Background: an optimization exercise with open tools, aiming at small area. Do not read the settings as production practice.
In this exercise RTL edits were held to simulation tests only and were not proved equivalent to the original.
The clock port is modelled as an ideal driver; clocking choices that lean on that would not hold on a real chip.
Power figures rest on the tool's default switching activity, not on a simulated workload.

## ung_rx_parser
module ung_rx_parser (
    input  wire        clk,
    input  wire        rst,           
    input  wire        rx_valid,
    input  wire [7:0]  rx_byte,
    output reg         evt_valid,
    output wire [7:0]  evt_addr,
    output wire [31:0] evt_w0,
    output wire [31:0] evt_volume,
    output wire [31:0] evt_amount,
    output wire [31:0] evt_price
);
==> module ung_rx_parser, before the edit <==
module ung_rx_parser (
    input  wire        clk,
    input  wire        rst,           
    input  wire        rx_valid,
    input  wire [7:0]  rx_byte,
    output reg         evt_valid,
    output wire [7:0]  evt_addr,
    output wire [31:0] evt_w0,
    output wire [31:0] evt_volume,
    output wire [31:0] evt_amount,
    output wire [31:0] evt_price
);
    function [15:0] crc_step;
        input [15:0] c_in;
        input [7:0]  b;
        integer i;
        reg [15:0] c;
        begin
            c = c_in ^ {b, 8'h00};
            for (i = 0; i < 8; i = i + 1)
                c = c[15] ? ((c << 1) ^ 16'h1021) : (c << 1);
            crc_step = c;
        end
    endfunction
    function [26:0] rca27;
        input [26:0] a;
        input [26:0] b;
        input        cin;
        integer i;
        reg c;
        begin
            c = cin;
            for (i = 0; i < 27; i = i + 1) begin
                rca27[i] = a[i] ^ b[i] ^ c;
                c = (a[i] & b[i]) | (c & (a[i] ^ b[i]));
            end
        end
    endfunction
    reg [5:0]  cnt;               
    reg [7:0]  win0, win1, win2;  
    reg [15:0] crc;               
    reg [7:0]  addr;
    reg        k_st, k_va, k_pr;  
    reg        first;             
    reg [26:0] acc;
    reg [26:0] hold;
    wire is_end = (rx_byte == 8'hFA);
    wire push   = rx_valid && !is_end;
    wire step   = push && (cnt >= 6'd3);    
    wire overflow = push && (cnt == 6'd63);
    wire at0  = (cnt == 6'd3);
    wire at2  = (cnt == 6'd5);
    wire at3  = (cnt == 6'd6);
    wire at4  = (cnt == 6'd7);
    wire at5  = (cnt == 6'd8);
    wire at8  = (cnt == 6'd11);
    wire at9  = (cnt == 6'd12);
    wire [3:0] nh = win0[7:4];
    wire [3:0] nl = win0[3:0];
    wire       bcd_ok = (nh <= 4'd9) && (nl <= 4'd9);
    wire va_win = k_va && (cnt >= 6'd8) && (cnt <= 6'd15);    
    wire pr_win = k_pr && (cnt >= 6'd9);                      
    wire [19:0] acc_m = first ? 20'd0 : acc[19:0];
    wire h30 = nh[3] & nh[0];
    wire [26:0] rx = {1'b0, acc_m, nh[2] | nh[3], nh[1] | nh[3], nh[0] | nh[3],
                      nl[2] | nl[3], nl[1] | nl[3], nl[0] | nl[3]};
    wire [26:0] ry = {2'b0, acc_m, nh[3], nh[2] | nh[3], nh[1] | h30, nh[0], nl[3]};
    wire [26:0] rz = {5'b0, acc_m, h30, nl[3] & nl[0]};
    wire [26:0] csa_s = rx ^ ry ^ rz;
    wire [26:0] csa_c = {(rx[25:0] & ry[25:0]) | (rx[25:0] & rz[25:0]) |
                         (ry[25:0] & rz[25:0]), h30};
    wire [26:0] acc_next = rca27(csa_s, csa_c, h30);
    wire        big = (acc >= 27'd1000000);
    wire va_next = k_va && (win0 == 8'h04);    
    wire crc_match = (crc == {win1, win0});
    wire decode_ok = crc_match &&
                     ((k_st && cnt >= 6'd9) ||
                      (k_va && cnt >= 6'd16) ||
                      (k_pr && cnt >= 6'd10));
    always @(posedge clk) begin
        if (rst) begin
            cnt       <= 6'd0;
            evt_valid <= 1'b0;
        end else begin
            evt_valid <= rx_valid && is_end && decode_ok;
            if (rx_valid) begin
                if (is_end)
                    cnt <= 6'd0;
                else if (cnt != 6'd63)
                    cnt <= cnt + 6'd1;
            end
        end
    end
    always @(posedge clk) begin
        if (push) begin
            win0 <= win1;
            win1 <= win2;
            win2 <= rx_byte;
        end
        if (step) begin
            crc <= crc_step(at0 ? 16'hFFFF : crc, win0);
            first <= (at4 && va_next) || (at8 && k_va) || (at5 && !k_va);
            if (at0) addr <= win0;
            if (at2) begin
                k_st <= (win0 == 8'h81);
                k_pr <= (win0 == 8'h83);
                k_va <= 1'b0;
            end
            if (at3) begin
                k_st <= k_st && (win0 >= 8'd2);
                k_va <= k_st && (win0 >= 8'd8);
            end
            if (at4) begin
                k_st <= k_st && (win0 == 8'h00);
                k_va <= va_next;
            end
            if (at5)
                hold[7:0] <= win0;
            if (at9 && k_va)
                hold <= acc;
            if (va_win || pr_win) begin
                acc <= acc_next;
                if (!bcd_ok || (pr_win && !first && big)) begin
                    k_va <= 1'b0;
                    k_pr <= 1'b0;
                end
            end
            if (overflow) begin
                k_st <= 1'b0;
                k_va <= 1'b0;
                k_pr <= 1'b0;
            end
        end
    end
    assign evt_addr   = addr;
    assign evt_w0     = {11'd0, k_pr & hold[4], {4{k_pr}} & hold[3:0],
                         {8{k_st}} & hold[7:0], 2'b00,
                         k_pr, k_pr, k_pr, k_va, k_va, k_st};
    assign evt_volume = {5'd0, {27{k_va}} & hold};
    assign evt_amount = {5'd0, {27{k_va}} & acc};
    assign evt_price  = {5'd0, {27{k_pr}} & acc};
endmodule
==> flow/config.mk <==
export PLATFORM = sky130hd
export DESIGN_NAME = ung_rx_parser
export DESIGN_NICKNAME = ung_rx_parser
export VERILOG_FILES = /design/flow/design.v
export SDC_FILE = /design/flow/constraint.sdc
export NUM_CORES = 4
export LEC_CHECK = 0
export CAP_MARGIN = 20
export CORE_MARGIN = 2
export CORE_UTILIZATION = 25
export PLACE_DENSITY = 0.6
export SLEW_MARGIN = 20
==> flow/constraint.sdc <==
create_clock -name core_clock -period 10.0 [get_ports {clk}]
set_input_delay 2.0000 -clock core_clock [delete_from_list [all_inputs] [get_ports {clk}]]
set_output_delay 2.0000 -clock core_clock [all_outputs]
set_load 0.01 [all_outputs]
standard.sh (not shown) runs the stock make flow with config.mk's settings and CLKGATE_MAP_FILE= SYNTH_SCRIPT=/design/flow/synth_recipe.tcl, a recipe that flattens the netlist after the stock synthesis.
==> flow/flow/run.sh <==
#!/bin/bash
# The standard layout (standard.sh: standard synthesis, floorplan, place,
# CTS, route, finish) with two settings changed:
#  - the port buffers that global placement inserts use the smallest buffer
#    cell instead of the default one;
#  - clock tree synthesis uses clkbuf_8 buffers and no dummy loads.
# Every ORFS step writes its full log under orfs/logs/; make's own output
# goes to make.log here.
set -euo pipefail
bash standard.sh \
  "BUFFER_PORTS_ARGS=-buffer_cell sky130_fd_sc_hd__buf_1" \
  "CTS_ARGS=-sink_clustering_enable -repair_clock_nets -dont_use_dummy_load -buf_list sky130_fd_sc_hd__clkbuf_8" \
  finish > make.log 2>&1
Change:
--- a/flow/design.v
+++ b/flow/design.v
@@ -33,24 +33,25 @@
             for (i = 0; i < 27; i = i + 1) begin
                 rca27[i] = a[i] ^ b[i] ^ c;
                 c = (a[i] & b[i]) | (c & (a[i] ^ b[i]));
             end
         end
     endfunction
+    reg        discard;
     reg [5:0]  cnt;               
     reg [7:0]  win0, win1, win2;  
     reg [15:0] crc;               
     reg [7:0]  addr;
     reg        k_st, k_va, k_pr;  
+    reg        bad;               
     reg        first;             
     reg [26:0] acc;
     reg [26:0] hold;
     wire is_end = (rx_byte == 8'hFA);
-    wire push   = rx_valid && !is_end;
+    wire push   = rx_valid && !discard && !is_end;
     wire step   = push && (cnt >= 6'd3);    
-    wire overflow = push && (cnt == 6'd63);
     wire at0  = (cnt == 6'd3);
     wire at2  = (cnt == 6'd5);
     wire at3  = (cnt == 6'd6);
     wire at4  = (cnt == 6'd7);
     wire at5  = (cnt == 6'd8);
     wire at8  = (cnt == 6'd11);
@@ -58,39 +59,45 @@
     wire [3:0] nh = win0[7:4];
     wire [3:0] nl = win0[3:0];
     wire       bcd_ok = (nh <= 4'd9) && (nl <= 4'd9);
     wire va_win = k_va && (cnt >= 6'd8) && (cnt <= 6'd15);    
     wire pr_win = k_pr && (cnt >= 6'd9);                      
     wire [19:0] acc_m = first ? 20'd0 : acc[19:0];
-    wire h30 = nh[3] & nh[0];
-    wire [26:0] rx = {1'b0, acc_m, nh[2] | nh[3], nh[1] | nh[3], nh[0] | nh[3],
-                      nl[2] | nl[3], nl[1] | nl[3], nl[0] | nl[3]};
-    wire [26:0] ry = {2'b0, acc_m, nh[3], nh[2] | nh[3], nh[1] | h30, nh[0], nl[3]};
-    wire [26:0] rz = {5'b0, acc_m, h30, nl[3] & nl[0]};
-    wire [26:0] csa_s = rx ^ ry ^ rz;
-    wire [26:0] csa_c = {(rx[25:0] & ry[25:0]) | (rx[25:0] & rz[25:0]) |
-                         (ry[25:0] & rz[25:0]), h30};
-    wire [26:0] acc_next = rca27(csa_s, csa_c, h30);
+    wire [26:0] op1 = {acc_m, nh[3] | nh[2], ~nh[2], nh[1], nh[0],
+                       nl[2] | nl[3], nl[1] | nl[3], nl[0] | nl[3]};
+    wire [26:0] op2 = {~{2'b00, acc_m}, nh[3], nh[2], nh[1], nh[0], nl[3]};
+    wire [26:0] op3 = {5'b0, acc_m, 1'b0, nl[3] & nl[0]};
+    wire [26:0] csa_s = op1 ^ op2 ^ op3;
+    wire [26:0] csa_c = {(op1[25:0] & op2[25:0]) | (op1[25:0] & op3[25:0]) |
+                         (op2[25:0] & op3[25:0]), 1'b0};
+    wire [26:0] acc_next = rca27(csa_s, csa_c, 1'b0);
     wire        big = (acc >= 27'd1000000);
     wire va_next = k_va && (win0 == 8'h04);    
     wire crc_match = (crc == {win1, win0});
     wire decode_ok = crc_match &&
                      ((k_st && cnt >= 6'd9) ||
-                      (k_va && cnt >= 6'd16) ||
-                      (k_pr && cnt >= 6'd10));
+                      (k_va && cnt >= 6'd16 && !bad) ||
+                      (k_pr && cnt >= 6'd10 && !bad));
     always @(posedge clk) begin
         if (rst) begin
+            discard   <= 1'b0;
             cnt       <= 6'd0;
             evt_valid <= 1'b0;
         end else begin
-            evt_valid <= rx_valid && is_end && decode_ok;
+            evt_valid <= rx_valid && !discard && is_end && decode_ok;
             if (rx_valid) begin
-                if (is_end)
+                if (discard) begin
+                    if (is_end) discard <= 1'b0;
+                end else if (is_end) begin
                     cnt <= 6'd0;
-                else if (cnt != 6'd63)
+                end else if (cnt == 6'd63) begin
+                    cnt     <= 6'd0;
+                    discard <= 1'b1;
+                end else begin
                     cnt <= cnt + 6'd1;
+                end
             end
         end
     end
     always @(posedge clk) begin
         if (push) begin
             win0 <= win1;
@@ -110,28 +117,22 @@
                 k_st <= k_st && (win0 >= 8'd2);
                 k_va <= k_st && (win0 >= 8'd8);
             end
             if (at4) begin
                 k_st <= k_st && (win0 == 8'h00);
                 k_va <= va_next;
+                bad  <= 1'b0;
             end
             if (at5)
                 hold[7:0] <= win0;
             if (at9 && k_va)
                 hold <= acc;
             if (va_win || pr_win) begin
                 acc <= acc_next;
-                if (!bcd_ok || (pr_win && !first && big)) begin
-                    k_va <= 1'b0;
-                    k_pr <= 1'b0;
-                end
-            end
-            if (overflow) begin
-                k_st <= 1'b0;
-                k_va <= 1'b0;
-                k_pr <= 1'b0;
+                if (!bcd_ok || (pr_win && !first && big))
+                    bad <= 1'b1;
             end
         end
     end
     assign evt_addr   = addr;
     assign evt_w0     = {11'd0, k_pr & hold[4], {4{k_pr}} & hold[3:0],
                          {8{k_st}} & hold[7:0], 2'b00,
Outcome: Setup slack hardly moves; clock power came out lower by about 3%; die area went up by 2.1%; routed wire length fell by 1.8%; sequential power grows by about 2%.


run a:
The RTL this note starts from:
==> flow/design.v <==
module ung_rx_parser (
    input  wire        clk,
    input  wire        rst,           
    input  wire        rx_valid,
    input  wire [7:0]  rx_byte,
    output reg         evt_valid,
    output wire [7:0]  evt_addr,
    output wire [31:0] evt_w0,
    output wire [31:0] evt_volume,
    output wire [31:0] evt_amount,
    output wire [31:0] evt_price
);
    function [15:0] crc_step;
        input [15:0] c_in;
        input [7:0]  b;
        integer i;
        reg [15:0] c;
        begin
            c = c_in ^ {b, 8'h00};
            for (i = 0; i < 8; i = i + 1)
                c = c[15] ? ((c << 1) ^ 16'h1021) : (c << 1);
            crc_step = c;
        end
    endfunction
    function [26:0] rca27;
        input [26:0] a;
        input [26:0] b;
        input        cin;
        integer i;
        reg c;
        begin
            c = cin;
            for (i = 0; i < 27; i = i + 1) begin
                rca27[i] = a[i] ^ b[i] ^ c;
                c = (a[i] & b[i]) | (c & (a[i] ^ b[i]));
            end
        end
    endfunction
    reg [5:0]  cnt;               
    reg [7:0]  win0, win1, win2;  
    reg [15:0] crc;               
    reg [7:0]  addr;
    reg        k_st, k_va, k_pr;  
    reg        first;             
    reg [26:0] acc;
    reg [26:0] hold;
    wire is_end = (rx_byte == 8'hFA);
    wire push   = rx_valid && !is_end;
    wire step   = push && (cnt >= 6'd3);    
    wire overflow = push && (cnt == 6'd63);
    wire at0  = (cnt == 6'd3);
    wire at2  = (cnt == 6'd5);
    wire at3  = (cnt == 6'd6);
    wire at4  = (cnt == 6'd7);
    wire at5  = (cnt == 6'd8);
    wire at8  = (cnt == 6'd11);
    wire at9  = (cnt == 6'd12);
    wire [3:0] nh = win0[7:4];
    wire [3:0] nl = win0[3:0];
    wire       bcd_ok = (nh <= 4'd9) && (nl <= 4'd9);
    wire va_win = k_va && (cnt >= 6'd8) && (cnt <= 6'd15);    
    wire pr_win = k_pr && (cnt >= 6'd9);                      
    wire [19:0] acc_m = first ? 20'd0 : acc[19:0];
    wire h30 = nh[3] & nh[0];
    wire [26:0] rx = {1'b0, acc_m, nh[2] | nh[3], nh[1] | nh[3], nh[0] | nh[3],
                      nl[2] | nl[3], nl[1] | nl[3], nl[0] | nl[3]};
    wire [26:0] ry = {2'b0, acc_m, nh[3], nh[2] | nh[3], nh[1] | h30, nh[0], nl[3]};
    wire [26:0] rz = {5'b0, acc_m, h30, nl[3] & nl[0]};
    wire [26:0] csa_s = rx ^ ry ^ rz;
    wire [26:0] csa_c = {(rx[25:0] & ry[25:0]) | (rx[25:0] & rz[25:0]) |
                         (ry[25:0] & rz[25:0]), h30};
    wire [26:0] acc_next = rca27(csa_s, csa_c, h30);
    wire        big = (acc >= 27'd1000000);
    wire va_next = k_va && (win0 == 8'h04);    
    wire crc_match = (crc == {win1, win0});
    wire decode_ok = crc_match &&
                     ((k_st && cnt >= 6'd9) ||
                      (k_va && cnt >= 6'd16) ||
                      (k_pr && cnt >= 6'd10));
    always @(posedge clk) begin
        if (rst) begin
            cnt       <= 6'd0;
            evt_valid <= 1'b0;
        end else begin
            evt_valid <= rx_valid && is_end && decode_ok;
            if (rx_valid) begin
                if (is_end)
                    cnt <= 6'd0;
                else if (cnt != 6'd63)
                    cnt <= cnt + 6'd1;
            end
        end
    end
    always @(posedge clk) begin
        if (push) begin
            win0 <= win1;
            win1 <= win2;
            win2 <= rx_byte;
        end
        if (step) begin
            crc <= crc_step(at0 ? 16'hFFFF : crc, win0);
            first <= (at4 && va_next) || (at8 && k_va) || (at5 && !k_va);
            if (at0) addr <= win0;
            if (at2) begin
                k_st <= (win0 == 8'h81);
                k_pr <= (win0 == 8'h83);
                k_va <= 1'b0;
            end
            if (at3) begin
                k_st <= k_st && (win0 >= 8'd2);
                k_va <= k_st && (win0 >= 8'd8);
            end
            if (at4) begin
                k_st <= k_st && (win0 == 8'h00);
                k_va <= va_next;
            end
            if (at5)
                hold[7:0] <= win0;
            if (at9 && k_va)
                hold <= acc;
            if (va_win || pr_win) begin
                acc <= acc_next;
                if (!bcd_ok || (pr_win && !first && big)) begin
                    k_va <= 1'b0;
                    k_pr <= 1'b0;
                end
            end
            if (overflow) begin
                k_st <= 1'b0;
                k_va <= 1'b0;
                k_pr <= 1'b0;
            end
        end
    end
    assign evt_addr   = addr;
    assign evt_w0     = {11'd0, k_pr & hold[4], {4{k_pr}} & hold[3:0],
                         {8{k_st}} & hold[7:0], 2'b00,
                         k_pr, k_pr, k_pr, k_va, k_va, k_st};
    assign evt_volume = {5'd0, {27{k_va}} & hold};
    assign evt_amount = {5'd0, {27{k_va}} & acc};
    assign evt_price  = {5'd0, {27{k_pr}} & acc};
endmodule
export LEC_CHECK = 0
export CAP_MARGIN = 20
export CORE_MARGIN = 2
export CORE_UTILIZATION = 25
export PLACE_DENSITY = 0.85
export SLEW_MARGIN = 20
create_clock -name core_clock -period 10.0 [get_ports {clk}]
==> flow/flow/run.sh <==
#!/bin/bash
# The standard layout (standard.sh: standard synthesis, floorplan, place,
# CTS, route, finish) with these changes:
#  - the port buffers that global placement inserts use the smallest buffer
#    cell instead of the default one;
#  - clock tree synthesis uses clkbuf_8 buffers, no dummy loads, and H-tree
#    leaves of up to CTS_LEAF_SINKS registers (flow/cts.py runs ORFS's cts.tcl
#    after setting that limit, which clock_tree_synthesis has no option for).
# Every ORFS step writes its full log under orfs/logs/ (the CTS step's log is
# orfs/logs/.../4_1_cts.log); make's own output goes to make_*.log here.
set -euo pipefail
here=$(pwd)
args=(
  "SKIP_REPAIR_TIE_FANOUT=1"
  "BUFFER_PORTS_ARGS=-buffer_cell sky130_fd_sc_hd__buf_1"
  "CTS_ARGS=-sink_clustering_enable -repair_clock_nets -dont_use_dummy_load -buf_list sky130_fd_sc_hd__clkbuf_8"
)
export CTS_LEAF_SINKS=20
bash standard.sh "${args[@]}" place > make_place.log 2>&1
bash standard.sh "${args[@]}" "RUN_SCRIPT=$here/flow/cts.py" RUN_LOG_NAME_STEM=4_1_cts run > make_cts.log 2>&1
test -f orfs/results/sky130hd/ung_rx_parser/base/4_1_cts.odb
bash standard.sh "${args[@]}" finish > make_finish.log 2>&1
==> flow/flow/cts.py <==
import os
from openroad import Design, Tech

tech = Tech()
design = Design(tech)
design.getTritonCts().getParms().setNumMaxLeafSinks(int(os.environ["CTS_LEAF_SINKS"]))
design.evalTclString("source $::env(SCRIPTS_DIR)/cts.tcl")
--- input diff run a..run b ---
--- a/flow/design.v
+++ b/flow/design.v
@@ -8,21 +8,19 @@
     output wire [31:0] evt_w0,
     output wire [31:0] evt_volume,
     output wire [31:0] evt_amount,
     output wire [31:0] evt_price
 );
     function [15:0] crc_step;
-        input [15:0] c_in;
+        input [15:0] c;
         input [7:0]  b;
-        integer i;
-        reg [15:0] c;
+        reg [7:0] x;
         begin
-            c = c_in ^ {b, 8'h00};
-            for (i = 0; i < 8; i = i + 1)
-                c = c[15] ? ((c << 1) ^ 16'h1021) : (c << 1);
-            crc_step = c;
+            x = c[15:8] ^ b;
+            x = x ^ {4'd0, x[7:4]};
+            crc_step = {c[7:0], 8'd0} ^ {x[3:0], 12'd0} ^ {3'd0, x, 5'd0} ^ {8'd0, x};
         end
     endfunction
     function [26:0] rca27;
         input [26:0] a;
         input [26:0] b;
         input        cin;
Results
Status: adder-cell share of the synthesized area parity (run a, run b)
Comparing run b with run a, the mean cell area of the mapped netlist came out essentially unchanged.
Wire length on run b is ahead of run a.
The netlist area before placement of run b is higher than that of run a.
| power in combinational cells | run b vs run a | about 4.3% higher |
Compared run b against run a; count of flip-flops with a built-in enable after synthesis within noise.
On fraction of area in multi-input gates, run b tracks run a almost exactly.
Cmp run b vs run a: number of cells on the critical path higher in run b
The global-route wire length before repair of run a and that of run b are within noise of each other.
[run b] number of global-route vias before repair fell 1.2% relative to run a
Run b vs run a on length of routed met3 wiring: run b is the higher one.
Cmp run b vs run a: combinational fraction of design power higher in run b
Compared to run a, run b has number of setup buffers added after CTS 1 lower.

## afterwards: timing with drivers on the ports
Ports are ideal in the flow. The routed layouts listed here were re-timed in OpenROAD. Step 1 assumes that a clkbuf_16 drives the clock port and a buf_2 every other input. Step 2, shift: input delay + t, output delay - t, t = (earliest + latest rising clock arrival at the registers) / 2. This alone moves slack from input paths to output paths. Slacks: no drivers / after step 1 / after step 2; pairs: no drivers / after step 1.
| run | t (ns) | setup slack, ns | clock arrival spread, ns | slew at the worst register clock pin (ns) | cell pins on the clock port's net |
|---|---|---|---|---|---|
| the first run of note 1 | 0.447 | 0.240 / 0.240 / 0.240 | 0.038 / 0.038 | 0.08 / 0.08 | 1 |
| the second run of note 1 | 0.470 | 0.243 / 0.243 / 0.243 | 0.037 / 0.037 | 0.08 / 0.08 | 1 |
| run a | 0.389 | 0.269 / 0.269 / 0.269 | 0.039 / 0.039 | 0.11 / 0.11 | 1 |
| run b | 0.412 | 0.258 / 0.258 / 0.258 | 0.038 / 0.038 | 0.11 / 0.11 | 1 |
After both steps every run listed still meets setup and hold.
